Optimization exercise on an open flow, not production practice. RTL: at most simulated, not proved equivalent. Function not checked: runs 1, 3 and 9. Power: default activity.

==> design/flow/design.v <==
module cptv_decoder (
    input  wire        clk,
    input  wire        rst,           
    input  wire        cmd_valid,
    output wire        cmd_ready,
    input  wire [4:0]  cmd_width,     
    input  wire [15:0] cmd_count,     
    input  wire        cmd_hist,      
    output reg         cmd_err,       
    input  wire        in_valid,
    output wire        in_ready,
    input  wire [31:0] in_data,
    input  wire        h_valid,
    output wire        h_ready,
    input  wire [15:0] h_data,
    output reg         out_valid,
    input  wire        out_ready,
    output reg  [15:0] out_data,
    output reg         out_last
);
    reg        idle;          
    reg        chk;           
    reg        dec;           
    reg        hist;
    reg [3:0]  wm1;           
    reg [15:0] sl;            
    reg        last_q;        
    reg        last2_q;       
    reg [15:0] hq0, hq1, hq2, hq3;    
    reg [2:0]  hc;                    
    reg [3:0]  q;             
    reg [4:0]  e;             
    reg [1:0]  k2;            
    reg [4:0]  eb;            
    reg [1:0]  k2b;
    reg        in_rdy;
    reg [15:0] rr;            
    reg        r_valid, r_last;
    reg [15:0] acc;           
    reg        a_valid, a_last;
    reg [15:0] hb;            
    reg        hbv;
    reg        h_rdy;
    reg        sk_valid;      
    reg [15:0] sk_data;
    reg        sk_last;
    assign cmd_ready = idle;
    assign in_ready  = in_rdy;
    assign h_ready   = h_rdy;
    wire cmd_ok   = (cmd_width != 5'd0) && (!cmd_width[4] || cmd_width[3:0] == 4'd0) &&
                    (cmd_count != 16'd0);
    wire cmd_fire = cmd_valid && idle;
    wire have = (hc != 3'd0) && (!e[4] || hc[2] || hc[1]);
    wire s2 = a_valid && (!hist || hbv) && !sk_valid;   
    wire s1 = r_valid && (!a_valid || s2);              
    wire s0 = dec && have && (!r_valid || s1);          
    wire [30:0] cat  = {hq0, hq1[15:1]};                
    wire [45:0] catx = {15'd0, cat} << e;
    wire [15:0] raw  = catx[45:30];                     
    wire        sign = hq0[~q];                         
    reg  [15:0] resid;
    integer j;
    always @(*)
        for (j = 0; j < 16; j = j + 1)
            resid[j] = (j <= wm1) ? raw[j] : sign;
    wire [15:0] sample = acc + hb;
    wire out_free = !out_valid || out_ready;
    wire       pop_q = (e >= 5'd15);                   
    wire       pop   = s0 && pop_q;
    wire       lastc = s0 && last_q;
    wire       sl_is3 = (sl == 16'd3);
    wire [4:0] ea   = chk ? {1'b0, wm1} : eb;
    wire       pa   = (ea >= 5'd15);
    wire [5:0] u    = {1'b0, ea} + {2'b0, wm1} + 6'd1;             
    wire [4:0] e1   = pa ? u[4:0] - 5'd16 : u[4:0];
    wire [6:0] v    = {2'b0, ea} + {2'b0, wm1, 1'b0} + 7'd2;       
    wire [6:0] v1   = pa ? v - 7'd16 : v;                          
    wire [1:0] k21  = v1[5:4];
    wire       push = in_valid && in_rdy;
    wire [2:0] hcp  = hc - {2'b0, pop};                 
    wire       dec_n  = dec && !lastc;
    wire [2:0] hc_0   = lastc ? 3'd0 : hcp;               
    wire [2:0] hc_1   = lastc ? 3'd0 : hcp + 3'd2;        
    wire [1:0] reach_s = last2_q ? {1'b0, eb[4]} : k2b;    
    wire [1:0] reach_h = last_q  ? {1'b0, e[4]}  : k2;     
    wire [2:0] hc_s    = hc - {2'b0, pop_q};
    wire in_rdy_s0 = dec && !last_q && (hc_s <= {1'b0, reach_s});
    wire in_rdy_s1 = dec && !last_q && (hc_s + 3'd2 <= {1'b0, reach_s});
    wire in_rdy_h0 = dec && (hc <= {1'b0, reach_h});
    wire in_rdy_h1 = dec && (hc + 3'd2 <= {1'b0, reach_h});
    wire in_rdy_n = s0 ? (push ? in_rdy_s1 : in_rdy_s0) : (push ? in_rdy_h1 : in_rdy_h0);
    wire r_valid_n = s0 || (r_valid && !s1);
    wire a_valid_n = s1 || (a_valid && !s2);
    wire hbv_n     = (h_valid && h_rdy) || (hbv && !(s2 && hist));
    wire sk_valid_n = sk_valid ? !out_free : (s2 && !out_free);
    wire owed_a   = a_valid_n || r_valid_n || dec_n;     
    wire owed_b   = r_valid_n || dec_n;                   
    wire h_rdy_n  = hist &&
                    (hbv_n ? (a_valid_n && !sk_valid_n && owed_b) : owed_a);
    always @(posedge clk) begin
        if (rst) begin
            idle      <= 1'b1;
            chk       <= 1'b0;
            dec       <= 1'b0;
            hc        <= 3'd0;
            in_rdy    <= 1'b0;
            r_valid   <= 1'b0;
            a_valid   <= 1'b0;
            hbv       <= 1'b0;
            h_rdy     <= 1'b0;
            sk_valid  <= 1'b0;
            out_valid <= 1'b0;
            cmd_err   <= 1'b0;
        end else begin
            cmd_err   <= cmd_fire && !cmd_ok;
            chk       <= cmd_fire;
            hc        <= push ? hc_1 : hc_0;
            r_valid   <= r_valid_n;
            a_valid   <= a_valid_n;
            hbv       <= hbv_n;
            sk_valid  <= sk_valid_n;
            if (idle) begin
                idle   <= !cmd_valid;
                in_rdy <= 1'b0;
                h_rdy  <= 1'b0;
            end else if (chk) begin
                idle   <= cmd_err;
                dec    <= !cmd_err;
                in_rdy <= !cmd_err;
                h_rdy  <= !cmd_err && hist;
            end else begin
                idle   <= s2 && a_last;
                dec    <= dec_n;
                in_rdy <= in_rdy_n;
                h_rdy  <= h_rdy_n;
            end
            if (out_free)
                out_valid <= sk_valid || s2;
        end
    end
    always @(posedge clk) begin
        if (cmd_fire) begin
            hist   <= cmd_hist;
            wm1    <= cmd_width[3:0] - 4'd1;
            sl     <= cmd_count;
            last_q <= (cmd_count == 16'd1);
            last2_q <= (cmd_count == 16'd2);
        end else if (s0) begin
            sl     <= sl - 16'd1;
            last_q <= last2_q;
            last2_q <= sl_is3;
        end
        if (chk) begin
            q     <= 4'd0;
            e     <= {1'b0, wm1};
            k2    <= {1'b0, wm1[3]};                    
        end else if (s0) begin
            q     <= e[3:0] + 4'd1;
            e     <= eb;
            k2    <= k2b;
        end
        if (chk || s0) begin
            eb    <= e1;
            k2b   <= k21;
        end
        if (pop || hc == 3'd0)
            hq0 <= (hc >= 3'd2) ? hq1 : in_data[31:16];
        if (pop || hc <= 3'd1)
            hq1 <= (hc >= 3'd3) ? hq2 :
                   (hc == 3'd2 || (hc == 3'd1 && !pop)) ? in_data[31:16] : in_data[15:0];
        if (pop || hc <= 3'd2)
            hq2 <= (hc >= 3'd4) ? hq3 :
                   (hc == 3'd3 || (hc == 3'd2 && !pop)) ? in_data[31:16] : in_data[15:0];
        if (pop || hc <= 3'd3)
            hq3 <= in_data[15:0];
        if (s0) begin
            rr     <= resid;
            r_last <= last_q;
        end
        if (chk)
            acc <= 16'd0;
        else if (s1)
            acc <= acc + rr;
        if (s1)
            a_last <= r_last;
        if (!hbv || (s2 && hist))
            hb <= h_data & {16{hist}};
        if (out_free) begin
            if (sk_valid) begin
                out_data <= sk_data;
                out_last <= sk_last;
            end else begin
                out_data <= sample;
                out_last <= a_last;
            end
        end else if (!sk_valid) begin
            sk_data <= sample;
            sk_last <= a_last;
        end
    end
endmodule
==> design/flow/flow/run.sh <==
#!/bin/bash
# The standard layout (the standard.sh, all steps), with the port
# buffers that global placement inserts made sky130_fd_sc_hd__buf_1 cells
# instead of the flow's default choice.  Every port still gets its buffer.
set -e
export BUFFER_PORTS_ARGS="-buffer_cell sky130_fd_sc_hd__buf_1"
bash standard.sh > standard.log 2>&1
==> design/flow/standard.sh <==
#!/bin/bash
# synth_recipe.tcl (not shown) runs the flow's synth.tcl, then flattens the netlist and writes it again
# the make line also repeats each setting of config.mk as NAME=value (left out here)
make -C /OpenROAD-flow-scripts/flow DESIGN_CONFIG=/design/flow/config.mk WORK_HOME=/design/flow/orfs CLKGATE_MAP_FILE= SYNTH_SCRIPT=/design/flow/synth_recipe.tcl "${@:-finish}"
==> design/flow/config.mk <==
export PLATFORM = sky130hd
export DESIGN_NAME = cptv_decoder
export DESIGN_NICKNAME = cptv_decoder
export VERILOG_FILES = /design/flow/design.v
export SDC_FILE = /design/flow/constraint.sdc
export NUM_CORES = 4
export LEC_CHECK = 0
export CAP_MARGIN = 20
export CORE_MARGIN = 2
export CORE_UTILIZATION = 40
export CTS_CLUSTER_DIAMETER = 80
export CTS_CLUSTER_SIZE = 40
export SETUP_SLACK_MARGIN = 4.47
export SLEW_MARGIN = 20
==> design/flow/constraint.sdc <==
create_clock -name core_clock -period 7.0 [get_ports {clk}]
set_input_delay 1.4000 -clock core_clock [delete_from_list [all_inputs] [get_ports {clk}]]
set_output_delay 1.4000 -clock core_clock [all_outputs]
set_load 0.01 [all_outputs]
==> results of run 1 <==
## timing repair
item | in CTS | in global routing
resized for setup | 39 | 62
setup buffers | 22 | 8
gates cloned | 4 | 1
setup endpoints to repair | 97 | 70
pin swaps | 15 | 29
## synth_stat cells (4+ instances only)
cell type	instances	area, um2
mux2_2	33	371.6
clkbuf_1	41	153.9
o21ai_1	6	30.03
edfxtp_1	167	5015
nor2_1	89	334.1
and2_1	18	112.6
nand2b_1	13	81.33
nand3b_1	5	37.54
nor4_1	9	56.30
nor2b_1	14	87.58
nand4_1	6	37.54
o21a_1	6	45.04
buf_2	8	40.04
xnor2_1	25	219.0
o22ai_1	6	37.54
o31ai_1	7	52.55
o211ai_1	7	52.55
inv_1	30	112.6
a21oi_1	89	445.4
nand2_1	109	409.1
mux2i_1	83	830.8
dfxtp_1	36	720.7
a211oi_1	10	75.07
a21o_1	16	120.1
or2_2	4	25.02
nor3_1	21	105.1
o21ai_0	60	300.3
ha_1	57	713.2
xor2_1	21	183.9
mux4_2	24	540.5
a31oi_1	11	68.82
nand3_1	21	105.1
## power groups by stage
stage	combinational, W	sequential, W	clock [W]
final	0.000420	0.00143	0.000775
after global routing	0.000465	0.00144	0.000826
after detailed placement	0.000365	0.00146	0
after CTS	0.000406	0.00143	0.000796
after floorplan	0.000273	0.00144	0
after global placement	0.000359	0.00146	0
## metrics by stage
stage	hold WS, ps	instance area (um2)	total power, W	instances
after floorplan	400.3	12090	0.001717	1108
after global placement	402.5	12810	0.001821	1552
after detailed placement	405.2	12810	0.001829	1552
after CTS	429.7	13720	0.002633	1598
after global routing	447.3	14010	0.002732	1607
final	433.8	14010	0.002627	1607
## layout make-up
class	instances	area (um2)
repair inverters	1	7.507
flip-flops and latches	203	5754
multi-input cells	817	6330
clock inverters	6	55.05
well taps	390	488.0
clock buffers	14	339.1
fillers	2732	15710
repair buffers	143	894.6
inverters	33	141.4
## worst max-delay path by stage
stage,start,to,slack [ps],depth (start not counted)
detailed placement,sk_valid,hq2[6],3670,6
CTS,e[1],in_rdy,4440,14
global placement,sk_valid,hq2[9],3680,6
floorplan,out_ready,h_rdy,4190,7
global route,e[0],in_rdy,4290,14
finish,e[0],in_rdy,4430,14
## registers in the layout, summed over array words and instances, names as in the netlist, 2 cells and up
name	count
acc	16
hb	16
hq0	16
hq1	16
hq2	16
hq3	16
out_data	16
rr	16
sk_data	16
sl	16
e	5
eb	5
q	4
wm1	4
hc	3
k2	2
k2b	2
## placed cells by master, fill, tap and decap left out, drive strengths merged, types with 24 or more instances in the layout
| cell | count |
|---|---|
| ha | 57 |
| edfxtp | 167 |
| mux4 | 24 |
| nand2 | 109 |
| dfxtp | 36 |
| nor2 | 89 |
| o21ai | 67 |
| a21oi | 90 |
| inv | 30 |
| mux2i | 83 |
| buf | 140 |
| mux2 | 34 |
| xnor2 | 25 |
## cells by family (layout without fill, tap and decap cells)
logic type,count (synthesis),after routing
and+or+nand+nor,319,319
AOI/OAI and AO/OA,250,250
DFF,203,203
muxes,141,141
buffers and inverters,88,197
adders and majority gates,61,61
xor gates and xnor gates,46,46
## per-layer routing
layer	share of wire (%)	up-vias	GRT usage (%)
met3	3.4	34	1.864
li1	-	4324	-
met2	50	156	30.98
met4	1.9	0	4.030
met5	0	-	0
met1	45	4167	23.55
==> summary.txt, run 1 <==
unique cell type count in the Yosys netlist 69; Antenna diodes 0; mux contribution to synthesized area around 15%; Reg power frac between 50 and 60%; r2r startpoint e[0]; FF-to-FF path depth 14; maximum vdd drop 0.2254 mV; max-cap violation count 0; RSZ-0062 raised after global routing true; global-route wire length before repair 45110 um; Synth Register Bits 203; Hold Crit Depth 0; vias post-DR roughly 8700; Critical Path End Type flop; main combinational cell family by area after synthesis multiplexers; ys async rst share 0%; Synth Area in Simple Gates 12.22%; Clock Skew 17.21 ps; Synth Area in Compound Gates 13.01%; Buffers on Ports a little under 100; pwr/cell area 187.5 nW/um2; CTS Sinks just over 200; Worst Path Required 7390 ps; Post-Syn Area per Cell 10.91 um2; Internal 0.001941 W; vias in the first global route between 8000 and 9000; crit share post-route 36.65%; area share of fa/ha/maj cells after synthesis 6.482%; Die Y approximately 180 um; setup TNS 0 ps; final hold violations 0; Tot GR Track Use 17.69%; Initial Utilization about two fifths; Critical Path AT 2950 ps; Max-slew headroom 45.78%; Max Slew Vio Count 0; final wirelength 27790 um; Clock Latency Late Sink about 480 ps; 1st-iter DRT viols 679; NetSw 0.0006858 W; static leakage 5.110 nW; setup ws final 4434 ps; htree depth 1; TritonCTS clock tree yes; DRC 0; P&R area growth vs syn 15.95%; CP most frequent cell ha_4; Pre-Repair DR Iteration Count 5; CP Class flop to flop; combinational power share 16.0%; die area 31610 um2; actual slew at the worst max-slew pin 805.9 ps; DR WL/cell 17.29 um; CTS Buf Count 12; gr ovfl total 0; Setup Viol. Count Final 0; Post-synth EDFFs approximately 170; post-route ant nets 0; r2r setup slk 4430 ps; Post-Synthesis Cells 1108; Post-CTS Hold Fix Bufs 0; layout cells sized above 1 16.43%; Core Util, Final 47.14%; dpl hpwl between 15000 and 20000 um; post-synthesis sequential area ratio between 40% and 50%; ordered cell list for the critical path buf_12 -> ha_4 -> a21oi_2 -> o21ai_2 -> ha_2 -> ha_4 -> inv_4 -> ha_4 -> nor2b_4 -> o21ai_1 -> a32oi_1 -> o21ai_1 -> a31oi_1 -> nor2b_1; Rows between 60 and 70; io pins 98; fin crit period 2566 ps; CTS root buf clkbuf_16; Final Net Count 1347; Fmax achieved between 300 and 400 MHz; type of the most critical hold path flop to flop; vias per cell 5.402; CTS max path bufs 3; slowest CP cell edfxtp_1; hold worst-path end a_last; crit path max fanout 4; Clock Pin Slew Worst Setup and Hold Paths 110 ps; Hold Startpoint r_last; Buf/Inv on CP 2; Core Area 29720 um2; syn nets 1244; Post-Syn Area between 10000 and 15000 um2; worst reg2reg path endpoint in_rdy; largest net degree at the start of global routing 42; XOR/XNOR Fraction of Synth Area 3.334%; Most used DFF post-synth edfxtp_1; pre-CTS setup slack 3669 ps; Sw Ratio a little over a quarter; largest delay contributor family on the critical path adder cells; synth warn 1; GPL Wtd Cong 0.8155; status finished clean; CP Launch Type flop; clock share of power 29.5%; Die X 177.8 um; initial antenna violation count 0; CP peak stage delay 450 ps
==> inputs of run 2 (changes only) <==
--- a/design/flow/design.v
+++ b/design/flow/design.v
@@ -32,4 +32,6 @@
     reg [4:0]  e;             
+    reg        pop_q;         
     reg [1:0]  k2;            
     reg [4:0]  eb;            
+    reg        popb;
     reg [1:0]  k2b;
@@ -67,3 +69,2 @@
     wire out_free = !out_valid || out_ready;
-    wire       pop_q = (e >= 5'd15);                   
     wire       pop   = s0 && pop_q;
@@ -72,3 +73,3 @@
     wire [4:0] ea   = chk ? {1'b0, wm1} : eb;
-    wire       pa   = (ea >= 5'd15);
+    wire       pa   = chk ? (wm1 == 4'd15) : popb;
     wire [5:0] u    = {1'b0, ea} + {2'b0, wm1} + 6'd1;             
@@ -78,2 +79,3 @@
     wire [1:0] k21  = v1[5:4];
+    wire       pop1 = (e1 >= 5'd15);
     wire       push = in_valid && in_rdy;
@@ -155,2 +157,3 @@
             e     <= {1'b0, wm1};
+            pop_q <= (wm1 == 4'd15);
             k2    <= {1'b0, wm1[3]};                    
@@ -159,2 +162,3 @@
             e     <= eb;
+            pop_q <= popb;
             k2    <= k2b;
@@ -163,2 +167,3 @@
             eb    <= e1;
+            popb  <= pop1;
             k2b   <= k21;
--- a/design/flow/config.mk
+++ b/design/flow/config.mk
@@ -12,3 +12,3 @@
 export CTS_CLUSTER_SIZE = 40
-export SETUP_SLACK_MARGIN = 4.47
+export SETUP_SLACK_MARGIN = 4.6
 export SLEW_MARGIN = 20
==> run 2 against run 1 <==
- still clean on timing, DRC and antenna
- utilization barely moved
- setup slack better by 170 ps
- first-iteration DRC count decreased by 2.4%
- clock skew up 9.5 ps
- largest cell class unchanged
==> summary.txt, run 2 <==
Hold Crit Depth 0; Buffers on Ports just under 100; Post-Synthesis Cells about 1100; pwr/cell area 192.6 nW/um2; GR peak layer met2; Hold Startpoint r_last; M1 GR Usage a little under a quarter; Buf/Inv on CP 1; Post-CTS Hold Fix Bufs 0; Fmax achieved around 420 MHz; DRC 0; RSZ-0062 raised after global routing true; static leakage ~5.5 nW; r2r startpoint e[0]; Clock Pin Slew Worst Setup and Hold Paths 100 ps; synth warn 1; htree depth 1; vias post-DR 8869; DR WL/cell 16.82 um; maximum vdd drop 0.1911 mV; CTS Sinks 205; actual slew at the worst max-slew pin 760.8 ps; post-route ant nets 0; type of the most critical hold path flop to flop; Clock Latency Late Sink 490 ps; largest net degree at the start of global routing 39; CP Class flop to primary output; top-count cell post-synth edfxtp_1; GPL Wtd Cong 0.8498; Setup Viol. Count Final 0; ordered cell list for the critical path clkbuf_2; Tot GR Track Use 16.70%; post-synthesis sequential area ratio 47.13%; io pins 98; FF-to-FF path depth 7; Worst Path Required 5600 ps; Max-slew headroom between 40% and 50%; Core Area 30430 um2; status finished clean; global-route wire length before repair about 43000 um; Critical Path End Type primary output; largest cells by area after synthesis edfxtp_1 (41%), mux4_2 (6.0%), dfxtp_1 (5.9%); Die Y between 150 and 200 um; gr ovfl total 0; vias in the first global route slightly above 8000; Synth Register Bits 205; most common cell after layout, fill and taps aside edfxtp_1; max-cap violation count 0; M3 GR Usage 2.257%; slowest CP cell edfxtp_1; P&R area growth vs syn 16.76%; CTS Buf Count 14; Most used DFF post-synth edfxtp_1; most frequent cells in the layout edfxtp_1 (169), nor2_1 (107), a21oi_1 (100), nand2_1 (96), buf_1 (76); final wirelength 27620 um; die area 32160 um2; setup TNS 0 ps; final hold violations 0; 1st-iter DRT viols 663; TritonCTS clock tree yes; Inst Count DP 1567; largest delay contributor family on the critical path flip-flops; crit share post-route 34.29%; Post-Syn Area per Cell roughly 11 um2; CTS root buf clkbuf_16; Max Slew Vio Count 0; fillers 2801; most instantiated cells after synthesis edfxtp_1 (169), nor2_1 (111), a21oi_1 (106), nand2_1 (97), mux2i_1 (63); Synth top area share 41.27%; CP Depth 1; dpl hpwl 19140 um; Pre-Repair DR Iteration Count 5; Initial Utilization 40.41%; CP Launch Type flop; Final Net Count 1373; vias per cell 5.401; initial antenna violation count 0; Rows 64; CP peak stage delay 380 ps; layout cells sized above 1 between 10% and 20%; Post-Syn Area 12300 um2; Clock Skew 26.74 ps; Synth area leader edfxtp_1; unique cell type count in the Yosys netlist 74; Finished Layout Cells 1642; M2 GR Usage 27.16%; Die X 179.3 um; syn nets 1257; CTS max path bufs 3; crit path max fanout 1; ys async rst share 0%; fin crit period approximately 2400 ps; Critical Path AT 1000 ps; worst setup path startpoint out_last; Post-synth EDFFs approximately 170
==> run 2: area by class of cell <==
cell class | instances | area, um2 | area share [%]
Antenna cell | 1 | 2.502 | 0.01743
Clock buffer | 17 | 392.9 | 2.736
Clock inverter | 7 | 92.59 | 0.6449
Inverter | 39 | 156.4 | 1.089
Multi-Input combinational cell | 821 | 6400 | 44.58
Sequential cell | 205 | 5823 | 40.56
Tap cell | 396 | 495.5 | 3.451
Timing Repair Buffer | 156 | 994.7 | 6.928
==> run 2: path summary, 6_finish.rpt <==
kind,endpoint,slack [ps]
worst max-delay path,out_last,4600
worst min-delay path,a_last,430
worst max register to register,rr[6],4630
worst min register to register,a_last,430
==> run 2: logic make-up (layout without fill, tap and decap cells) <==
logic type | Yosys count | after routing | share of synthesized area (%)
AND/OR/NAND/NOR | 316 | 316 | 11.87
AO/OA/AOI/OAI | 272 | 272 | 13.78
flip-flops | 205 | 205 | 47.13
multiplexers | 130 | 130 | 14.32
buffers and inverters | 95 | 219 | 3.541
adder cells (fa/ha/maj) | 61 | 61 | 6.370
XOR/XNOR | 42 | 42 | 2.991
other | 0 | 1 | 0
==> run 2: worst register-to-register path: stages, from the launching register on <==
cell	delay (ps)
edfxtp_1	470
buf_6	160
clkbuf_16	150
buf_4	130
mux4_2	430
mux2_4	300
a2111oi_2	360
nor2_1	110
==> run 2: per-stage QoR <==
stage               area (um2)  util (%)  worst slack, ps  power [W]  hold slack (ps)
floorplan                12320         -             4523   0.001733            400.3
global placement         12960     42.58             3629   0.001828            406.8
detailed placement       12960     42.58             3568   0.001834            405.4
CTS                      13810     45.38             4537   0.002753            441.2
global route             14360     47.18             4544   0.002881            451.4
finish                   14360     47.18             4600   0.002765            432.8
==> run 2: power breakdown <==
part	switching, W	leakage [nW]	internal [W]
Sequential	0.0000442	2.02	0.00139
Combinational	0.000219	3.19	0.000206
Clock	0.000470	0.238	0.000432
Total	0.000734	5.45	0.00203
==> run 2: timing repair <==
item,in CTS,in global routing
pin swaps,7,21
buffers inserted,18,28
gates cloned,2,2
endpoints found under the setup margin,205,94
resized for setup,45,74
==> run 2: layer usage <==
layer  wire length [um]  share of wire, %
met5                  0                 0
met4                667               2.4
met3               1156               4.2
met2              13020                47
met1              12770                46
Testbench counts of run 2, summed over its fixed seeds: cycles 246,500, samples 246,004.
==> inputs of run 3 (changes only) <==
--- a/design/flow/design.v
+++ b/design/flow/design.v
@@ -143,3 +143,3 @@
     always @(posedge clk) begin
-        if (cmd_fire) begin
+        if (idle) begin
             hist   <= cmd_hist;
--- a/design/flow/config.mk
+++ b/design/flow/config.mk
@@ -12,3 +12,3 @@
 export CTS_CLUSTER_SIZE = 40
-export SETUP_SLACK_MARGIN = 4.6
+export SETUP_SLACK_MARGIN = 4.47
 export SLEW_MARGIN = 20
==> run 3 against run 2 <==
- sequential power hardly changed
- critical path type is now flop to flop
- worst hold slack better by 29 ps
- critical path depth is 8 higher
==> summary.txt, run 3 <==
CTS Buf Count 14; Most used DFF post-synth edfxtp_1; CP Launch Type flop; r2r setup slk about 4500 ps; Clock Latency Late Sink between 500 and 600 ps; Antenna diodes 0; vias post-DR 9033; largest net degree at the start of global routing 48; maximum vdd drop 0.1581 mV; Sw Ratio 28.40%; WL met2 13800 um; max-cap violation count 0; ys async rst share 0%; crit share post-route a little over a third; post-route ant nets 0; type of the most critical hold path flop to flop; P&R area growth vs syn 13.96%; actual slew at the worst max-slew pin roughly 790 ps; fillers between 2000 and 3000; Max Slew Vio Count 0; Tot GR Track Use 17.36%; Post-synth EDFFs around 170; Hold Startpoint r_last; vias in the first global route 8359; met3 routed WL 1207 um; RSZ-0062 raised after global routing true; r2r startpoint chk; 1st-iter DRT viols 637; Core Area 30430 um2; final wirelength 28660 um; Post-Syn Area 12270 um2; CTS max path bufs 3; Internal 0.002059 W; DRC 0; clock share of power 31.5%; unique cell type count in the Yosys netlist 75; Buffers on Ports 97; Die X 179.1 um; pwr/cell area 205.7 nW/um2; crit path max fanout 7; initial antenna violation count 0; Synth Register Bits 205; GPL Wtd Cong 0.8877; multi-input logic area 6325 um2; Clock Skew 49.03 ps; Final Net Count 1367; combinational power share 17.7%; final hold violations 0; Synth area leader edfxtp_1; dpl hpwl ~21000 um; worst hold slack 461.9 ps; DR WL/cell 17.53 um; Fmax achieved roughly 400 MHz; Pre-Repair DR Iteration Count 5; Post-Synthesis Cells about 1100; top-count cell post-synth edfxtp_1; most common cell after layout, fill and taps aside edfxtp_1; largest cells by area after synthesis edfxtp_1 (41%), dfxtp_1 (5.9%), ha_1 (5.8%); die area 32080 um2; Reg power frac between 50% and 60%; NetSw 0.0008164 W; Rows 64; worst setup path startpoint chk; Post-Syn Area per Cell 10.78 um2; vias per cell between 5 and 6; Post-CTS Hold Fix Bufs 0; top sig layer met4; Die Y 179.1 um; most frequent cells in the layout edfxtp_1 (169), nand2_1 (123), buf_1 (96), o21ai_0 (72), nor2_1 (57); wire length on met1 12990 um; gr ovfl total 0; TritonCTS clock tree yes; status finished clean; CP Class flop to flop; layout cells sized above 1 14.37%; Design Power 0.002875 W; setup TNS 0 ps; syn nets 1274; Initial Utilization 40.31%; CTS root buf clkbuf_16; Setup Viol. Count Final 0; Synth top area share approximately 41%; global-route wire length before repair 44510 um; post-synthesis sequential area ratio 47.25%; static leakage 5.271 nW; most instantiated cells after synthesis edfxtp_1 (169), nand2_1 (125), o21ai_0 (82), nor2_1 (62); htree depth 1; area taken by flip-flops and latches 5806 um2; CTS Sinks 205; io pins between 90 and 100; Worst Path Required 7270 ps; Max-slew headroom a little under half; synth warn 1; Critical Path AT 2780 ps; Critical Path End Type flop; Clock Pin Slew Worst Setup and Hold Paths 110 ps; fin crit period 2512 ps
-- run 3: changes by cell type after synthesis, moves of 17 or more --
| cell | before | now |
|---|---|---|
| a21oi_1 | 106 | 57 |
| nor2_1 | 111 | 62 |
| o21ai_0 | 35 | 82 |
| nand2_1 | 97 | 125 |
| o21ai_1 | 23 | 2 |
| clkbuf_1 | 24 | 43 |
| a221o_1 | 2 | 20 |
| nor2b_1 | 12 | 29 |
-- run 3: logic make-up after synthesis --
group / Yosys count / synth area share, %
flip-flops: 205 / 47.25
XOR/XNOR: 50 / 3.570
buffers and inverters: 95 / 3.029
adder cells (fa/ha/maj): 61 / 6.385
AND/OR/NAND/NOR: 326 / 12.77
multiplexers: 107 / 11.18
AO/OA/AOI/OAI: 294 / 15.82
-- run 3: path summary, 6_finish.rpt --
| path | to | depth (start not counted) |
|---|---|---|
| max reg2reg | k2b[1] | 9 |
| min | a_last | 0 |
| min reg2reg | a_last | 0 |
| max | k2b[1] | 9 |
-- run 3: power groups by stage --
stage / Combinational (W) / Clock (W) / Sequential (W)
2_1_floorplan: 0.000321 / 0 / 0.00147
3_3_place_gp: 0.000419 / 0 / 0.00149
3_5_place_dp: 0.000425 / 0 / 0.00150
4_1_cts: 0.000464 / 0.000937 / 0.00146
5_1_grt: 0.000558 / 0.000972 / 0.00147
6_report: 0.000510 / 0.000906 / 0.00146
-- run 3: timing repair --
item,in CTS,in global routing
gates resized for setup,26,42
pin swaps,3,11
setup buffers,14,9
gates cloned,1,0
setup endpoints to repair,81,69
-- run 3: metal layers --
layer | vias to the layer above | global-route usage [%]
li1 | 4469 | -
met1 | 4287 | 23.78
met2 | 235 | 29.07
met3 | 42 | 2.332
met4 | 0 | 4.335
met5 | - | 0
-- run 3: cell type report --
class,count,area share (%)
multi-input combinational,838,45.24
clock buffer,14,2.506
tap,396,3.544
inverter,39,1.101
clock inverter,10,1.047
sequential,205,41.53
timing repair buffer,133,5.030
-- run 3: worst max-delay path, cell delays in order, from the launching register on --
cell and delay, ps:
dfxtp_4 370, buf_12 130, mux2_4 310, ha_4 170, ha_4 200, o211a_4 140
or4_4 540, a21oi_4 190, a221oi_4 50, xnor2_1 150
-- run 3: through the flow --
stage,util [%],setup WS (ps),instance area (um2),cells
floorplan,-,4213,12290,1138
global placement,42.76,3907,13010,1587
detailed placement,42.76,3885,13010,1587
CTS,45.14,4483,13730,1626
global route,45.94,4381,13980,1635
finish,45.94,4488,13980,1635
==> inputs of run 4 (changes only) <==
--- a/design/flow/design.v
+++ b/design/flow/design.v
@@ -143,3 +143,3 @@
     always @(posedge clk) begin
-        if (idle) begin
+        if (cmd_fire) begin
             hist   <= cmd_hist;
==> run 4 against run 3 <==
- sequential cell count stayed put
- highest routed layer unchanged
- via count is 4.2% lower
- routed wire length is 6.5% lower
- area after synthesis is 0.24% higher
- register-to-register slack better by 60 ps
- clock skew is 31 ps lower
==> summary.txt, run 4 <==
status finished clean; Clock Pin Slew Worst Setup and Hold Paths 100 ps; placed cell area between 10000 and 15000 um2; Clock Latency Late Sink 480 ps; GPL Wtd Cong 0.8482; Synth top area share between 40% and 50%; RSZ-0062 raised after global routing true; Fmax achieved roughly 410 MHz; Core Util, Final 44.99%; final wirelength around 27000 um; most common cell after layout, fill and taps aside edfxtp_1; unique cell type count in the Yosys netlist 74; Most used DFF post-synth edfxtp_1; synth warn 1; vias per cell between 5 and 6; Core Area 30430 um2; maximum vdd drop 0.1299 mV; Antenna diodes 0; io pins 98; CTS root buf clkbuf_16; fillers 2887; setup TNS 0 ps; slowest CP cell dfxtp_4; CTS Buf Count 12; fin crit period between 2000 and 2500 ps; top-count cell post-synth edfxtp_1; area taken by flip-flops and latches 5813 um2; global-route wire length before repair 43280 um; DRC 0; largest net degree at the start of global routing 39; CP peak stage delay 420 ps; 1st-iter DRT viols between 500 and 600; post-synthesis sequential area ratio a little under half; ys async rst share 0%; initial antenna violation count 0; max-cap violation count 0; type of the most critical hold path flop to flop; post-route ant nets 0; final hold violations 0; P&R area growth vs syn 11.33%; NetSw 0.0006856 W; TritonCTS clock tree yes; htree depth 1; Post-Synthesis Cells 1121; clock share of power 30.3%; Synth area leader edfxtp_1; Design Power 0.002620 W; Pre-Repair DR Iteration Count 4; Post-synth EDFFs 169; Internal 0.001935 W; largest cells by area after synthesis edfxtp_1 (41%), mux4_2 (6.0%), dfxtp_1 (5.9%); Max-slew headroom between 50% and 60%; Critical Path AT 1060 ps; Sw Ratio 26.16%; vias in the first global route just over 8000; layout cells sized above 1 12.56%; crit path max fanout 7; pwr/cell area between 150 and 200 nW/um2; Die Y between 150 and 200 um; Final Net Count 1341; Clock Skew 17.89 ps; Max Slew Vio Count 0; Post-CTS Hold Fix Bufs 0; vias post-DR 8654; Reg power frac 54.9%; Post-Syn Area ~12000 um2; dpl hpwl approximately 19000 um; Initial Utilization between 40% and 50%; Tot GR Track Use between 10% and 20%; multi-input logic area 6171 um2; combinational power share 14.8%; Critical Path End Type primary output; CTS Sinks 205; Setup Viol. Count Final 0; CTS max path bufs 3; syn nets approximately 1300; gr ovfl total 0; crit share post-route 35.16%; most instantiated cells after synthesis edfxtp_1 (169), nor2_1 (111), a21oi_1 (106), nand2_1 (97), mux2i_1 (63); actual slew at the worst max-slew pin approximately 750 ps; ordered cell list for the critical path buf_1; Worst Path Required 5600 ps; static leakage between 5 and 6 nW; Synth Register Bits 205; largest delay contributor family on the critical path flip-flops; CP Class flop to primary output; CP Launch Type flop; Die X roughly 180 um; die area ~32000 um2; design area 13690 um2; DR WL/cell 16.68 um; Buf/Inv on CP 1; most frequent cells in the layout edfxtp_1 (169), nor2_1 (109), a21oi_1 (104), buf_1 (97), nand2_1 (96); Buffers on Ports 97; Post-Syn Area per Cell 10.97 um2; Rows 64
run 4: cell count changes after synthesis, sizes merged, moves of 17 or more:
cell	before	now
nor2	62	112
a21oi	57	106
nand2	125	97
o21ai	85	60
buf	13	32
clkbuf	43	24
a221o	20	2
nor2b	29	12
run 4: logic make-up (layout without fill, tap and decap cells):
group / after synthesis / count (layout) / share of synthesized area [%]
AND/OR/NAND/NOR: 316 / 316 / 11.87
XOR/XNOR: 42 / 42 / 2.991
flip-flops: 205 / 205 / 47.13
AO/OA/AOI/OAI: 272 / 272 / 13.78
multiplexers: 130 / 130 / 14.32
buffers and inverters: 95 / 184 / 3.541
adder cells (fa/ha/maj): 61 / 61 / 6.370
run 4: layer usage:
layer | global-route usage [%] | vias up | part of all wire (%)
met3 | 2.384 | 26 | 3.9
met4 | 3.797 | 0 | 1.5
met5 | 0 | - | 0
li1 | - | 4351 | -
met1 | 23.01 | 4115 | 47
met2 | 27.67 | 162 | 48
run 4: layout make-up:
cell class	count	area share (%)
Tap cell	396	3.619
Sequential cell	205	42.46
Timing Repair Buffer	126	4.862
Clock inverter	5	0.4661
Multi-Input combinational cell	821	45.07
Clock buffer	14	2.404
Inverter	39	1.115
run 4: metrics by stage:
step | setup WS (ps) | hold slack [ps] | cells
2_1_floorplan | 4266 | 400.3 | 1121
4_1_cts | 4476 | 440.2 | 1594
3_3_place_gp | 3616 | 407.7 | 1567
6_report | 4539 | 436.5 | 1606
3_5_place_dp | 3555 | 415.6 | 1567
5_1_grt | 4426 | 447.3 | 1606
run 4: power groups by stage:
stage,Sequential (W),Clock [W],Combinational [W]
after global placement,0.00147,0,0.000357
after floorplan,0.00145,0,0.000277
final,0.00144,0.000794,0.000388
after CTS,0.00144,0.000812,0.000379
after global routing,0.00145,0.000852,0.000432
after detailed placement,0.00147,0,0.000361
run 4: worst paths after layout:
| path | startpoint | endpoint | slack, ps | depth (start not counted) |
|---|---|---|---|---|
| max reg2reg | chk | k2b[1] | 4550 | 9 |
| max | idle | cmd_ready | 4540 | 1 |
| min reg2reg | r_last | a_last | 440 | 0 |
| min | r_last | a_last | 440 | 0 |
run 4: repair_timing:
item	in CTS	in global routing
gates resized for setup	22	18
endpoints found under the hold margin	0	0
gates cloned	1	1
endpoints found under the setup margin	175	81
pin swaps	1	5
buffers inserted	7	11
Testbench counts of run 4, summed over its fixed seeds: cycles 246,500, samples 246,004.
==> inputs of run 5 (changes only) <==
--- a/design/flow/config.mk
+++ b/design/flow/config.mk
@@ -12,3 +12,3 @@
 export CTS_CLUSTER_SIZE = 40
-export SETUP_SLACK_MARGIN = 4.47
+export SETUP_SLACK_MARGIN = 4.42
 export SLEW_MARGIN = 20
==> run 5 against run 4 <==
- cell count shrank 0.31%
- still clean on timing, DRC and antenna
- area after synthesis is the same
- highest routed layer unchanged
- setup slack lost 50 ps
- synthesized cell count is the same
- clock-buffer cell count is the same
- first-iteration DRC count grew 1.7%
- utilization shrank 0.37 points
- power shrank 0.23%
- clock skew grew 1.4 ps
- die area is the same
==> summary.txt, run 5 <==
top-count cell post-synth edfxtp_1; ordered cell list for the critical path inv_2 -> ha_1 -> ha_1 -> inv_1 -> ha_1 -> nand2b_1 -> a221o_1 -> a21oi_1 -> mux2i_1 -> o32ai_1; XOR/XNOR Fraction of Synth Area under 10%; clock share of power a little under a third; Hold Startpoint r_last; worst hold slack 434.9 ps; Setup Viol. Count Final 0; NetSw 0.0006825 W; FF-to-FF path depth 10; CP Class flop to flop; max-cap violation count 0; vias in the first global route 8276; Pre-Repair DR Iteration Count 5; DR WL/cell 16.64 um; Initial Utilization 40.41%; Synth Register Bits 205; Post-synth EDFFs 169; DRC 0; Critical Path AT 2870 ps; Sw Ratio about a quarter; fin crit period 2511 ps; final hold violations 0; Die X 179.3 um; r2r startpoint hc[0]; pwr/cell area 192.5 nW/um2; layout cells sized above 1 11.78%; Fmax achieved roughly 400 MHz; CP most frequent cell ha_1; Post-CTS Hold Fix Bufs 0; TritonCTS clock tree yes; largest cells by area after synthesis edfxtp_1 (41%), mux4_2 (6.0%), dfxtp_1 (5.9%); dpl hpwl 19450 um; area share of fa/ha/maj cells after synthesis 6.370%; vias per cell 5.380; io pins ~100; synth warn 1; Rows 64; slowest CP cell dfxtp_4; main combinational cell family by area after synthesis multiplexers; static leakage 5.089 nW; type of the most critical hold path flop to flop; status finished clean; mux contribution to synthesized area 14.32%; CTS Sinks 205; post-route ant nets 0; worst setup path startpoint hc[0]; Worst Path Required about 7400 ps; CTS Buf Count 12; Synth top area share 41.27%; Antenna diodes 0; 1st-iter DRT viols 554; fillers between 2000 and 3000; Critical Path End Type flop; most frequent cells in the layout edfxtp_1 (169), nor2_1 (109), a21oi_1 (105), buf_1 (97), nand2_1 (96); global-route wire length before repair 43210 um; Most used DFF post-synth edfxtp_1; Internal 0.001932 W; gr ovfl total 0; largest delay contributor family on the critical path adder cells; vias post-DR 8614; most common cell after layout, fill and taps aside edfxtp_1; ys async rst share 0%; GPL Wtd Cong 0.8482; Die Y around 180 um; CTS root buf clkbuf_16; pre-CTS setup slack 3555 ps; Clock Pin Slew Worst Setup and Hold Paths 100 ps; Buffers on Ports 97; die area ~32000 um2; most instantiated cells after synthesis edfxtp_1 (169), nor2_1 (111), a21oi_1 (106), nand2_1 (97), mux2i_1 (63); combinational power share 14.6%; final wirelength 26650 um; largest net degree at the start of global routing 39; maximum vdd drop 0.1303 mV; actual slew at the worst max-slew pin around 760 ps; CP Launch Type flop; crit path max fanout 8; unique cell type count in the Yosys netlist 74; Synth Area in Simple Gates around an eighth; P&R area growth vs syn 10.41%; CP Depth 10; setup ws final around 4500 ps; Final Net Count about 1300; Design Power 0.002614 W; Post-Syn Area per Cell 10.97 um2; CTS max path bufs 3; crit share post-route between 30 and 40%; Clock Skew about 19 ps; setup TNS 0 ps; Post-Syn Area 12300 um2; Max Slew Vio Count 0; post-synthesis sequential area ratio 47.13%; Max-slew headroom around 49%; htree depth 1; syn nets 1257; Core Area just over 30000 um2; Tot GR Track Use 16.59%; CP peak stage delay 400 ps; Synth Area in Compound Gates between 10% and 20%; Synth area leader edfxtp_1; initial antenna violation count 0; Hold Crit Depth 0; Post-Synthesis Cells 1121; Reg power frac 55.0%; Clock Latency Late Sink 480 ps; Buf/Inv on CP 2; RSZ-0062 raised after global routing true
run 5: cell counts after synthesis:
No cell type changed its count.
run 5: routing by layer:
layer,wire length [um],global-route usage [%],vias to the layer above
met4,447,3.797,0
met2,12580,27.57,170
met1,12560,23.02,4074
met3,1059,2.384,27
li1,-,-,4343
met5,0,0,-
run 5: path summary, 6_finish.rpt:
path         slack [ps]      to
max                4490  in_rdy
min                 430  a_last
max reg2reg        4490  in_rdy
min reg2reg         430  a_last
run 5: power groups by stage:
stage               logic (W)  clock network, W  registers (W)
finish               0.000382          0.000793        0.00144
global placement     0.000357                 0        0.00147
global route         0.000426          0.000852        0.00145
CTS                  0.000379          0.000812        0.00144
floorplan            0.000277                 0        0.00145
detailed placement   0.000361                 0        0.00147
run 5: through the flow:
step / util, % / area (um2) / std cells
3_3_place_gp: 42.56 / 12950 / 1567
6_report: 44.62 / 13580 / 1601
2_1_floorplan: - / 12310 / 1121
5_1_grt: 44.62 / 13580 / 1601
4_1_cts: 44.27 / 13470 / 1594
3_5_place_dp: 42.56 / 12950 / 1567
run 5: cell type report:
cell class / instances / area [um2] / area share (%)
Inverter: 39 / 150.1 / 1.106
Tap cell: 396 / 495.5 / 3.649
Timing Repair Buffer: 121 / 594.3 / 4.377
Sequential cell: 205 / 5811 / 42.80
Multi-Input combinational cell: 821 / 6133 / 45.18
Clock inverter: 5 / 63.81 / 0.4700
Clock buffer: 14 / 329.1 / 2.424
run 5: kinds of logic (layout without fill, tap and decap cells):
group / Yosys count / in the layout
simple gates: 316 / 316
flops: 205 / 205
xor+xnor: 42 / 42
mux: 130 / 130
buf+inv: 95 / 179
compound gates: 272 / 272
fa+ha+maj: 61 / 61
run 5: timing repair:
action | in CTS | in global routing
resized for setup | 17 | 13
setup endpoints to repair | 171 | 85
pin swaps | 1 | 2
buffers inserted | 7 | 7
cloned | 1 | 0
==> inputs of run 6 (changes only) <==
--- a/design/flow/config.mk
+++ b/design/flow/config.mk
@@ -12,3 +12,3 @@
 export CTS_CLUSTER_SIZE = 40
-export SETUP_SLACK_MARGIN = 4.42
+export SETUP_SLACK_MARGIN = 4.52
 export SLEW_MARGIN = 20
==> run 6 against run 5 <==
- utilization rose by 1.2 points
- cell count rose by 1.5%
- maximum frequency up 3.7%
- first-iteration DRC count grew 9.6%
- clock-buffer cell count down 1
- critical path depth decreased by 9
- sequential power about the same
- critical path type is now flop to primary output
- critical endpoint is now cmd_ready
==> summary.txt, run 6 <==
vias in the first global route about 8200; htree depth 1; Buf/Inv on CP 1; CP Class flop to primary output; Most used DFF post-synth edfxtp_1; status finished clean; ys async rst share 0%; Rows 64; initial antenna violation count 0; Max Slew Vio Count 0; DR WL/cell approximately 17 um; post-route ant nets 0; r2r startpoint acc[0]; largest delay contributor family on the critical path flip-flops; dpl hpwl 19450 um; Synth area leader edfxtp_1; crit path max fanout 7; ordered cell list for the critical path buf_1; TritonCTS clock tree yes; crit share post-route approximately a third; layout cells sized above 1 14.89%; post-synthesis sequential area ratio a little under half; Fmax achieved 412.8 MHz; Synth Register Bits 205; max-cap violation count 0; synth warn 1; most frequent cells in the layout edfxtp_1 (169), nor2_1 (108), a21oi_1 (104), nand2_1 (97), buf_1 (96); final wirelength 27310 um; io pins 98; CTS max path bufs 3; CTS Buf Count 13; area share of fa/ha/maj cells after synthesis 6.370%; pre-CTS setup slack 3861 ps; Post-CTS Hold Fix Bufs 0; Clock Latency Late Sink 500 ps; actual slew at the worst max-slew pin 765.4 ps; Hold Startpoint r_last; Buffers on Ports 97; top-count cell post-synth edfxtp_1; largest net degree at the start of global routing 39; most common cell after layout, fill and taps aside edfxtp_1; Initial Utilization 40.41%; GPL Wtd Cong 0.8230; Post-Syn Area per Cell 10.97 um2; gr ovfl total 0; Critical Path AT approximately 1000 ps; 1st-iter DRT viols 607; final hold violations 0; Clock Pin Slew Worst Setup and Hold Paths 90 ps; Tot GR Track Use 16.73%; CTS root buf clkbuf_16; global-route wire length before repair 43440 um; vias post-DR approximately 8800; static leakage 5.233 nW; XOR/XNOR Fraction of Synth Area 2.991%; fin crit period 2423 ps; Post-synth EDFFs 169; Die Y 179.3 um; Pre-Repair DR Iteration Count 6; Die X 179.3 um; die area 32160 um2; CP peak stage delay between 300 and 400 ps; type of the most critical hold path flop to flop; Synth top area share 41.27%; Synth Area in Simple Gates 11.87%; DRC 0; Core Area 30430 um2; Post-Synthesis Cells 1121; Setup Viol. Count Final 0; Clock Skew approximately 39 ps; setup ws final 4577 ps; RSZ-0062 raised after global routing false; Max-slew headroom 48.97%; mux contribution to synthesized area 14.32%; Post-Syn Area between 10000 and 15000 um2; unique cell type count in the Yosys netlist 74; slowest CP cell dfxtp_4; Critical Path End Type primary output; main combinational cell family by area after synthesis multiplexers; Worst Path Required 5600 ps; Antenna diodes 0; largest cells by area after synthesis edfxtp_1 (41%), mux4_2 (6.0%), dfxtp_1 (5.9%); Final Net Count roughly 1400; setup TNS 0 ps; CTS Sinks slightly above 200; maximum vdd drop 0.1329 mV; P&R area growth vs syn 13.27%; Synth Area in Compound Gates 13.78%; most instantiated cells after synthesis edfxtp_1 (169), nor2_1 (111), a21oi_1 (106), nand2_1 (97), mux2i_1 (63); pwr/cell area 190.7 nW/um2; syn nets 1257; vias per cell 5.406; worst setup path startpoint idle; worst hold slack between 400 and 500 ps; fillers 2806; CP Launch Type flop
run 6: cell counts after synthesis:
Identical to the previous run, type by type.
run 6: power breakdown:
| part | internal [W] | switching [W] | leakage (nW) |
|---|---|---|---|
| clock | 0.000367 | 0.000449 | 0.200 |
| sequential | 0.00139 | 0.0000436 | 2.02 |
| combinational | 0.000188 | 0.000212 | 3.02 |
run 6: per-stage QoR:
| stage | cell area [um2] | power, W | utilization, % | cells |
|---|---|---|---|---|
| after floorplan | 12310 | 0.001732 | - | 1121 |
| after global placement | 12970 | 0.001829 | 42.63 | 1570 |
| after detailed placement | 12970 | 0.001837 | 42.63 | 1570 |
| after CTS | 13580 | 0.002665 | 44.63 | 1602 |
| after global routing | 13930 | 0.002766 | 45.77 | 1625 |
| final | 13930 | 0.002656 | 45.77 | 1625 |
run 6: repair_timing:
item | in CTS | in global routing
hold endpoints to repair | 0 | 0
pin swaps | 2 | 12
buffers inserted | 10 | 21
cloned | 1 | 2
setup endpoints to repair | 160 | 89
resized for setup | 24 | 32
run 6: path summary, 6_finish.rpt:
| kind | to | slack (ps) | cells past startpoint |
|---|---|---|---|
| max | cmd_ready | 4580 | 1 |
| min | a_last | 450 | 0 |
| max reg2reg | sk_data[8] | 4620 | 8 |
| min reg2reg | a_last | 450 | 0 |
run 6: layout make-up:
class                   instances  area, um2  area share (%)
clock buffers                  13      325.3           2.336
clock inverters                 8      97.59          0.7007
inverters                      39      156.4           1.123
multi-input cells             821       6228           44.72
flip-flops and latches        205       5816           41.75
well taps                     396      495.5           3.557
repair buffers                143      809.5           5.812
run 6: kinds of logic after synthesis:
| logic type | count (synthesis) |
|---|---|
| and+or+nand+nor | 316 |
| AOI/OAI and AO/OA | 272 |
| DFF | 205 |
| muxes | 130 |
| buffers and inverters | 95 |
| adders and majority gates | 61 |
| xor gates and xnor gates | 42 |
run 6: routing by layer:
metal,GRT usage (%),vias up,share of wire [%]
li1,-,4383,-
met1,23.22,4165,46
met2,27.25,194,47
met3,2.447,43,4.2
met4,4.973,0,2.3
met5,0,-,0
==> inputs of run 7 (changes only) <==
==> design/flow/flow/run.sh (replaced) <==
#!/bin/bash
# The standard layout (the standard.sh, all steps), with the port
# buffers that global placement inserts made sky130_fd_sc_hd__buf_2 cells
# instead of the flow's default choice.  Every port still gets its buffer.
set -e
export BUFFER_PORTS_ARGS="-buffer_cell sky130_fd_sc_hd__buf_2"
bash standard.sh > standard.log 2>&1
--- a/design/flow/config.mk
+++ b/design/flow/config.mk
@@ -12,3 +12,3 @@
 export CTS_CLUSTER_SIZE = 40
-export SETUP_SLACK_MARGIN = 4.52
+export SETUP_SLACK_MARGIN = 4.57
 export SLEW_MARGIN = 20
==> run 7 against run 6 <==
- still clean on timing, DRC and antenna
- first-iteration DRC count rose by 3.3%
- clock-buffer cell count rose by 3
- cell area rose by 3.4%
- critical path type unchanged
- critical endpoint is now out_data[9]
- largest cell class unchanged
- highest routed layer unchanged
==> summary.txt, run 7 <==
Post-Syn Area approximately 12000 um2; unique cell type count in the Yosys netlist 74; htree depth 1; type of the most critical hold path flop to flop; GPL Wtd Cong 0.8413; placed cell area 13090 um2; Finished Layout Cells between 1500 and 2000; max-cap violation count 0; design area 14400 um2; P&R area growth vs syn 17.08%; initial antenna violation count 0; Worst Path Required ~5600 ps; CTS Sinks 205; CTS max path bufs 3; layout cells sized above 1 24.76%; fin crit period 2420 ps; synth warn 1; largest cells by area after synthesis edfxtp_1 (41%), mux4_2 (6.0%), dfxtp_1 (5.9%); Rows 64; final wirelength about 28000 um; most instantiated cells after synthesis edfxtp_1 (169), nor2_1 (111), a21oi_1 (106), nand2_1 (97), mux2i_1 (63); Clock Pin Slew Worst Setup and Hold Paths 100 ps; slowest CP cell edfxtp_1; status finished clean; setup TNS 0 ps; 1st-iter DRT viols between 600 and 700; XOR/XNOR Fraction of Synth Area 2.991%; Synth Area in Compound Gates 13.78%; Most used DFF post-synth edfxtp_1; Synth area leader edfxtp_1; global-route wire length before repair 44130 um; fillers about 2800; CTS Buf Count 14; Initial Utilization between 40 and 50%; post-synthesis sequential area ratio between 40% and 50%; Die X 179.3 um; CP peak stage delay 390 ps; syn nets around 1300; Pre-Repair DR Iteration Count 5; ordered cell list for the critical path buf_2; Clock Latency Late Sink ~500 ps; pwr/cell area roughly 190 nW/um2; actual slew at the worst max-slew pin 650.6 ps; Synth top area share 41.27%; maximum vdd drop 0.1920 mV; ys async rst share 0%; multi-input logic area 6365 um2; Post-synth EDFFs 169; RSZ-0062 raised after global routing true; most frequent cells in the layout edfxtp_1 (169), nor2_1 (108), a21oi_1 (102), buf_2 (97), nand2_1 (95); final hold violations 0; Fmax achieved between 400 and 500 MHz; area share of fa/ha/maj cells after synthesis approximately 6.4%; io pins roughly 100; Critical Path AT just over 1000 ps; static leakage ~5.7 nW; Post-Syn Area per Cell 10.97 um2; Die Y 179.3 um; Clock Skew 40.11 ps; mux contribution to synthesized area 14.32%; Critical Path End Type primary output; Setup Viol. Count Final 0; largest delay contributor family on the critical path flip-flops; Max-slew headroom 55.39%; vias in the first global route approximately 8500; top-count cell post-synth edfxtp_1; Tot GR Track Use 17.00%; TritonCTS clock tree yes; Buf/Inv on CP 1; Antenna diodes 0; largest net degree at the start of global routing 39; Max Slew Vio Count 0; DR WL/cell 17.14 um; Synth Area in Simple Gates 11.87%; most common cell after layout, fill and taps aside edfxtp_1; CP Class flop to primary output; die area around 32000 um2; DRC 0; Final Net Count 1372; crit share post-route 34.57%; area taken by flip-flops and latches 5819 um2; crit path max fanout 1; CP Launch Type flop; Buffers on Ports 97; post-route ant nets 0; gr ovfl total 0; main combinational cell family by area after synthesis multiplexers; vias post-DR 8954; Synth Register Bits approximately 210; Post-Synthesis Cells approximately 1100; CTS root buf clkbuf_16; Inst Count DP 1568; vias per cell 5.460; dpl hpwl 19470 um; Core Area 30430 um2
-- run 7: cell counts after synthesis --
No cell type changed its count.
-- run 7: layout make-up --
cell class	count	area share, %
Sequential cell	205	40.42
Inverter	39	1.086
Timing Repair Buffer	154	7.387
Tap cell	396	3.441
Clock buffer	16	2.633
Multi-Input combinational cell	822	44.21
Clock inverter	8	0.8256
-- run 7: where the power goes --
| part | switching [W] | total (W) | internal, W | leakage (nW) |
|---|---|---|---|---|
| registers | 0.0000435 | 0.00144 | 0.00139 | 2.02 |
| logic | 0.000219 | 0.000429 | 0.000211 | 3.39 |
| clock network | 0.000477 | 0.000904 | 0.000427 | 0.240 |
-- run 7: cell families after synthesis --
group	Yosys count
AO/OA/AOI/OAI	272
XOR/XNOR	42
adder cells (fa/ha/maj)	61
multiplexers	130
buffers and inverters	95
flip-flops	205
AND/OR/NAND/NOR	316
-- run 7: worst paths after layout --
kind / startpoint / endpoint / slack, ps / cells past startpoint
max: out_data[9] / out_data[9] / 4580 / 1
min: r_last / a_last / 440 / 0
max reg2reg: e[0] / rr[5] / 4600 / 6
min reg2reg: r_last / a_last / 440 / 0
-- run 7: what timing repair did --
action | CTS | global route
hold buffers | 0 | 0
setup endpoints to repair | 192 | 84
gates resized for setup | 34 | 40
cloned | 3 | 2
pin swaps | 4 | 17
setup buffers | 21 | 22
-- run 7: per-stage QoR --
stage          hold WS [ps]  setup slack [ps]  total power (W)  util, %
2_1_floorplan         400.3              4523         0.001733        -
3_3_place_gp          403.0              3597         0.001837    43.01
3_5_place_dp          420.4              3544         0.001843    43.01
4_1_cts               451.1              4565         0.002772    45.93
5_1_grt               477.0              4528         0.002881    47.32
6_report              442.5              4580         0.002772    47.32
-- run 7: layer usage --
layer	vias to the layer above	global-route usage, %	share of wire, %
met3	45	2.194	3.7
met4	0	4.200	2.3
met1	4308	23.78	46
met5	-	0	0
met2	191	28.08	48
li1	4410	-	-
==> inputs of run 8 (changes only) <==
--- a/design/flow/config.mk
+++ b/design/flow/config.mk
@@ -12,3 +12,3 @@
 export CTS_CLUSTER_SIZE = 40
-export SETUP_SLACK_MARGIN = 4.57
+export SETUP_SLACK_MARGIN = 4.47
 export SLEW_MARGIN = 20
==> run 8 against run 7 <==
- still clean on timing, DRC and antenna
- non-clock buffer count fell by 19
- global-route usage is 0.37 points lower
- first-iteration DRC count increased by 9.3%
- combinational power is 6.5% lower
- sequential share of layout area up 1.1 points
- utilization shrank 1.3 points
- critical path depth increased by 7
- sequential cell count stayed put
- clock-buffer cell count fell by 3
- cell area down 2.8%
- critical endpoint is now out_data[15]
==> summary.txt, run 8 <==
syn nets about 1300; final hold violations 0; Critical Path AT approximately 2800 ps; dpl hpwl between 15000 and 20000 um; unique cell type count in the Yosys netlist 74; Die Y roughly 180 um; largest cells by area after synthesis edfxtp_1 (41%), mux4_2 (6.0%), dfxtp_1 (5.9%); largest delay contributor family on the critical path compound AO/OA/AOI/OAI gates; die area 32160 um2; ys async rst share 0%; actual slew at the worst max-slew pin approximately 750 ps; Die X 179.3 um; Rows 64; Tot GR Track Use 16.63%; Core Area 30430 um2; Post-Syn Area per Cell 10.97 um2; Worst Path Required 7320 ps; crit share post-route 35.10%; Initial Utilization between 40% and 50%; Most used DFF post-synth edfxtp_1; maximum vdd drop 0.1360 mV; initial antenna violation count 0; Antenna diodes 0; design area 13990 um2; io pins 98; ordered cell list for the critical path ha_1 -> a211o_1 -> nor4bb_4 -> o31ai_2 -> buf_4 -> a211oi_2 -> or3_1 -> a31oi_2; worst reg2reg path endpoint out_data[15]; CP Class flop to flop; most instantiated cells after synthesis edfxtp_1 (169), nor2_1 (111), a21oi_1 (106), nand2_1 (97), mux2i_1 (63); Clock Latency Late Sink 500 ps; layout cells sized above 1 between 20% and 30%; P&R area growth vs syn 13.78%; vias per cell between 5 and 6; Hold Startpoint r_last; final wirelength around 27000 um; most common cell after layout, fill and taps aside edfxtp_1; crit path max fanout 3; static leakage 5.502 nW; gr ovfl total 0; Post-Syn Area 12300 um2; Max-slew headroom 50.15%; vias in the first global route 8215; DR WL/cell 16.81 um; CP Launch Type flop; placed cell area 13070 um2; TritonCTS clock tree yes; Hold Crit Depth 0; CP peak stage delay 430 ps; largest net degree at the start of global routing 39; slowest CP cell edfxtp_1; CTS Buf Count 13; r2r setup slk 4540 ps; max-cap violation count 0; synth warn 1; fin crit period ~2500 ps; Clock Pin Slew Worst Setup and Hold Paths 110 ps; htree depth 1; hold worst-path end a_last; Synth Register Bits between 200 and 250; Clock Skew around 37 ps; type of the most critical hold path flop to flop; most frequent cells in the layout edfxtp_1 (169), nor2_1 (109), a21oi_1 (105), buf_2 (97), nand2_1 (96); Buffers on Ports 97; Buf/Inv on CP 1; Post-Synthesis Cells between 1000 and 1500; status finished clean; Setup Viol. Count Final 0; Pre-Repair DR Iteration Count 5; CTS root buf clkbuf_16; Synth area leader edfxtp_1; vias post-DR 8693; Fmax achieved 407.0 MHz; post-route ant nets 0; pwr/cell area 193.3 nW/um2; global-route wire length before repair 42970 um; Max Slew Vio Count 0; Critical Path End Type flop; post-synthesis sequential area ratio 47.13%; fillers 2865; r2r startpoint hb[1]; RSZ-0062 raised after global routing true; 1st-iter DRT viols about 700; setup TNS 0 ps; FF-to-FF path depth 8; CTS Sinks 205; CTS max path bufs 3; GPL Wtd Cong 0.8513; top-count cell post-synth edfxtp_1; DRC 0; Post-synth EDFFs 169; Synth top area share roughly two fifths; Final Net Count ~1400
## run 8: cell types whose count changed in the layout (fill, tap and decap cells not counted), moves of 3 or more
cell,delta
buf_4,-16
a21oi_1,+3
ha_4,-5
dfxtp_1,+5
ha_1,+5
dfxtp_2,-6
## run 8: kinds of logic after synthesis
group                      count (synthesis)  share of synthesized area (%)
and+or+nand+nor                          316                          11.87
AOI/OAI and AO/OA                        272                          13.78
DFF                                      205                          47.13
muxes                                    130                          14.32
buffers and inverters                     95                          3.541
adders and majority gates                 61                          6.370
xor gates and xnor gates                  42                          2.991
## run 8: cell type report
cell class / count / area, um2 / area share [%]
tap: 396 / 495.5 / 3.541
inverter: 39 / 153.9 / 1.100
clock inverter: 8 / 128.9 / 0.9211
clock buffer: 13 / 325.3 / 2.325
multi-input combinational: 821 / 6200 / 44.31
timing repair buffer: 135 / 872.1 / 6.233
sequential: 205 / 5816 / 41.57
## run 8: worst max-delay path by stage
stage	startpoint	endpoint	slack [ps]	cells after the start
2_1_floorplan	chk	k2b[1]	4270	12
3_3_place_gp	cmd_valid	sl[10]	3600	4
3_5_place_dp	cmd_valid	sl[5]	3550	4
4_1_cts	hc[2]	hq1[6]	4470	6
5_1_grt	hb[7]	out_data[13]	4450	8
6_report	hb[1]	out_data[15]	4540	8
## run 8: metrics by stage
step | hold WS, ps | total power, W | instances | worst slack (ps) | util (%)
CTS | 436.3 | 0.002715 | 1597 | 4473 | 44.98
floorplan | 400.3 | 0.001731 | 1121 | 4266 | -
global placement | 404.7 | 0.001835 | 1567 | 3600 | 42.96
global route | 438.6 | 0.002818 | 1617 | 4449 | 45.98
finish | 434.4 | 0.002704 | 1617 | 4543 | 45.98
detailed placement | 409.3 | 0.001841 | 1567 | 3548 | 42.96
## run 8: per-layer routing
layer,up-vias,global-route usage [%],wire length (um)
met1,4119,23.05,12660
li1,4367,-,-
met2,178,27.52,12880
met4,0,4.066,492
met5,-,0,0
met3,29,2.426,1147
## run 8: power by group
group,switching [W],leakage [nW],total (W),internal [W]
sequential,0.0000441,2.02,0.00144,0.00139
combinational,0.000208,3.27,0.000401,0.000193
clock,0.000484,0.218,0.000864,0.000381
total,0.000736,5.50,0.00270,0.00197
## run 8: repair_timing
action | CTS | global route
gates cloned | 1 | 2
setup endpoints to repair | 176 | 56
hold buffers | 0 | 0
gates resized for setup | 22 | 19
pin swaps | 2 | 5
buffers inserted | 8 | 18
==> inputs of run 9 (changes only) <==
--- a/design/flow/design.v
+++ b/design/flow/design.v
@@ -34,5 +34,2 @@
     reg [1:0]  k2;            
-    reg [4:0]  eb;            
-    reg        popb;
-    reg [1:0]  k2b;
     reg        in_rdy;
@@ -72,4 +69,4 @@
     wire       sl_is3 = (sl == 16'd3);
-    wire [4:0] ea   = chk ? {1'b0, wm1} : eb;
-    wire       pa   = chk ? (wm1 == 4'd15) : popb;
+    wire [4:0] ea   = e;
+    wire       pa   = pop_q;
     wire [5:0] u    = {1'b0, ea} + {2'b0, wm1} + 6'd1;             
@@ -85,3 +82,3 @@
     wire [2:0] hc_1   = lastc ? 3'd0 : hcp + 3'd2;        
-    wire [1:0] reach_s = last2_q ? {1'b0, eb[4]} : k2b;    
+    wire [1:0] reach_s = last2_q ? {1'b0, e1[4]} : k21;    
     wire [1:0] reach_h = last_q  ? {1'b0, e[4]}  : k2;     
@@ -161,10 +158,5 @@
             q     <= e[3:0] + 4'd1;
-            e     <= eb;
-            pop_q <= popb;
-            k2    <= k2b;
-        end
-        if (chk || s0) begin
-            eb    <= e1;
-            popb  <= pop1;
-            k2b   <= k21;
+            e     <= e1;
+            pop_q <= pop1;
+            k2    <= k21;
         end
==> design/flow/flow/run.sh (replaced) <==
#!/bin/bash
# The standard layout (the standard.sh, all steps), with the port
# buffers that global placement inserts made sky130_fd_sc_hd__buf_1 cells
# instead of the flow's default choice.  Every port still gets its buffer.
set -e
export BUFFER_PORTS_ARGS="-buffer_cell sky130_fd_sc_hd__buf_1"
bash standard.sh > standard.log 2>&1
==> run 9 against run 8 <==
- sequential cell count down 8
- register-to-register slack got worse by 720 ps
- clock skew decreased by 22 ps
- first-iteration DRC count shrank 1.2%
- still clean
- highest routed layer unchanged
==> summary.txt, run 9 <==
CTS root buf clkbuf_16; vias per cell 5.605; Core Area ~30000 um2; static leakage 5.193 nW; Post-synth EDFFs 161; Hold Crit Depth 0; TritonCTS clock tree yes; Critical Path End Type flop; clock share of power 33.4%; largest net degree at the start of global routing 39; most common cell after layout, fill and taps aside edfxtp_1; most frequent cells in the layout edfxtp_1 (161), nand2_1 (100), buf_1 (97), a21oi_1 (92), nor2_1 (85); Max-slew headroom around 49%; Setup Viol. Count Final 0; Hold Startpoint r_last; Synth top area share 39.77%; CTS Buf Count 17; Initial Utilization 40.80%; CP Class flop to flop; synth warn 1; layout cells sized above 1 15.60%; actual slew at the worst max-slew pin 756.8 ps; initial antenna violation count 0; global-route wire length before repair 46790 um; post-synthesis sequential area ratio between 40% and 50%; Fmax achieved 315.1 MHz; Buffers on Ports 97; Tot GR Track Use between 10% and 20%; DR WL/cell 17.83 um; CP peak stage delay 440 ps; status finished clean; r2r startpoint e[2]; Sw Ratio 27.35%; Critical Path AT around 3500 ps; maximum vdd drop 0.1873 mV; largest cells by area after synthesis edfxtp_1 (40%), mux4_2 (6.9%), dfxtp_1 (5.9%); die area 31800 um2; Die X approximately 180 um; crit share post-route 45.33%; setup ws final 3827 ps; Post-Syn Area roughly 12000 um2; Clock Skew about 16 ps; CTS Sinks between 150 and 200; pre-CTS setup slack approximately 3000 ps; Internal just over 0.002 W; final hold violations 0; Clock Pin Slew Worst Setup and Hold Paths ~80 ps; Final Net Count 1360; worst reg2reg path endpoint in_rdy; post-route ant nets 0; pwr/cell area about 200 nW/um2; Post-CTS Hold Fix Bufs 0; Buf/Inv on CP 1; r2r setup slk 3830 ps; vias post-DR 9120; vias in the first global route 8905; Post-Syn Area per Cell 10.83 um2; crit path max fanout 4; fin crit period between 3000 and 4000 ps; P&R area growth vs syn 15.45%; top-count cell post-synth edfxtp_1; syn nets about 1300; Max Slew Vio Count 0; FF-to-FF path depth 15; max-cap violation count 0; CP most frequent cell ha_4; final wirelength 29000 um; hold worst-path end a_last; type of the most critical hold path flop to flop; Worst Path Required 7340 ps; Synth area leader edfxtp_1; NetSw 0.0007816 W; ys async rst share 0%; ordered cell list for the critical path buf_12 -> ha_4 -> ha_4 -> a31oi_4 -> xnor2_2 -> a221oi_2 -> xnor2_1 -> nand2b_1 -> ha_4 -> nor2b_1 -> o21ai_1 -> a22o_1 -> a21oi_1 -> nor3_1 -> o31a_1; Die Y 178.3 um; CTS max path bufs 2; Antenna diodes 0; dpl hpwl 20340 um; slowest CP cell edfxtp_1; unique cell type count in the Yosys netlist 69; Most used DFF post-synth edfxtp_1; most instantiated cells after synthesis edfxtp_1 (161), nand2_1 (102), a21oi_1 (94), nor2_1 (86), ha_1 (57); io pins 98; Synth Register Bits 197; DRC 0; RSZ-0062 raised after global routing true; gr ovfl total 0; Reg power frac 48.7%; setup TNS 0 ps; htree depth 4; Rows 63; Clock Latency Late Sink 460 ps; GPL Wtd Cong 0.8656; Post-Synthesis Cells around 1100; 1st-iter DRT viols 677; CP Launch Type flop; largest delay contributor family on the critical path compound AO/OA/AOI/OAI gates; Pre-Repair DR Iteration Count 5; combinational power share 17.9%
run 9: cell count changes after synthesis, moves of 14 or more:
cell      delta
and2_1      +16
nor2_1      -25
a221o_1     +14
nand3_1     +15
clkbuf_1    +16
o21ai_1     -23
mux2i_1     -15
run 9: worst register-to-register path, stage by stage, from the launching register on:
cell and delay [ps]:
edfxtp_1 440, buf_12 160, ha_4 150, ha_4 240
a31oi_4 200, xnor2_2 100, a221oi_2 320, xnor2_1 160
nand2b_1 130, ha_4 290, nor2b_1 130, o21ai_1 80
a22o_1 190, a21oi_1 140, nor3_1 70, o31a_1 280
run 9: how the worst max path moves through the flow:
stage	startpoint	endpoint	slack, ps	depth (start not counted)
after floorplan	e[0]	in_rdy	3860	18
after global placement	e[3]	in_rdy	3140	14
after detailed placement	e[3]	in_rdy	3030	14
after CTS	e[3]	in_rdy	3900	14
after global routing	e[2]	in_rdy	3650	16
final	e[2]	in_rdy	3830	15
run 9: final cells by class:
class / instances / area [um2]
Clock inverter: 13 / 112.6
Multi-Input combinational cell: 823 / 6386
Sequential cell: 197 / 5563
Tap cell: 390 / 488.0
Fill cell: 2768 / 15760
Inverter: 43 / 172.7
Clock buffer: 19 / 452.9
Timing Repair Buffer: 142 / 859.6
run 9: cell families (layout without fill, tap and decap cells):
family	count (synthesis)	in the layout	share of synthesized area, %
buffers and inverters	102	217	3.468
AND/OR/NAND/NOR	340	340	13.47
adder cells (fa/ha/maj)	61	61	6.443
XOR/XNOR	38	38	2.738
multiplexers	112	112	13.31
AO/OA/AOI/OAI	272	272	14.87
flip-flops	197	197	45.70
run 9: repair_timing:
item,in CTS,in global routing
cloned,4,0
buffers inserted,16,11
pin swaps,13,16
resized for setup,31,24
endpoints found under the setup margin,66,42
run 9: layer usage:
| layer | track usage, % | vias up | part of all wire (%) |
|---|---|---|---|
| li1 | - | 4456 | - |
| met5 | 0 | - | 0 |
| met1 | 24.88 | 4435 | 46 |
| met4 | 6.233 | 0 | 1.7 |
| met3 | 3.090 | 31 | 3.5 |
| met2 | 31.50 | 198 | 49 |
run 9: power groups by stage:
stage	clock network (W)	logic (W)	registers, W
3_5_place_dp	0	0.000434	0.00143
5_1_grt	0.00102	0.000564	0.00140
3_3_place_gp	0	0.000428	0.00143
6_report	0.000954	0.000512	0.00139
2_1_floorplan	0	0.000332	0.00140
4_1_cts	0.000982	0.000497	0.00139
run 9: per-stage QoR:
stage | area (um2) | cells | total power [W] | hold WS [ps] | utilization [%]
final | 14030 | 1627 | 0.002858 | 451.7 | 47.10
after CTS | 13860 | 1616 | 0.002871 | 445.3 | 46.51
after detailed placement | 12890 | 1564 | 0.001862 | 425.3 | 43.25
after global placement | 12890 | 1564 | 0.001854 | 402.3 | 43.25
after global routing | 14030 | 1627 | 0.002986 | 452.3 | 47.10
after floorplan | 12190 | 1122 | 0.001736 | 400.3 | -
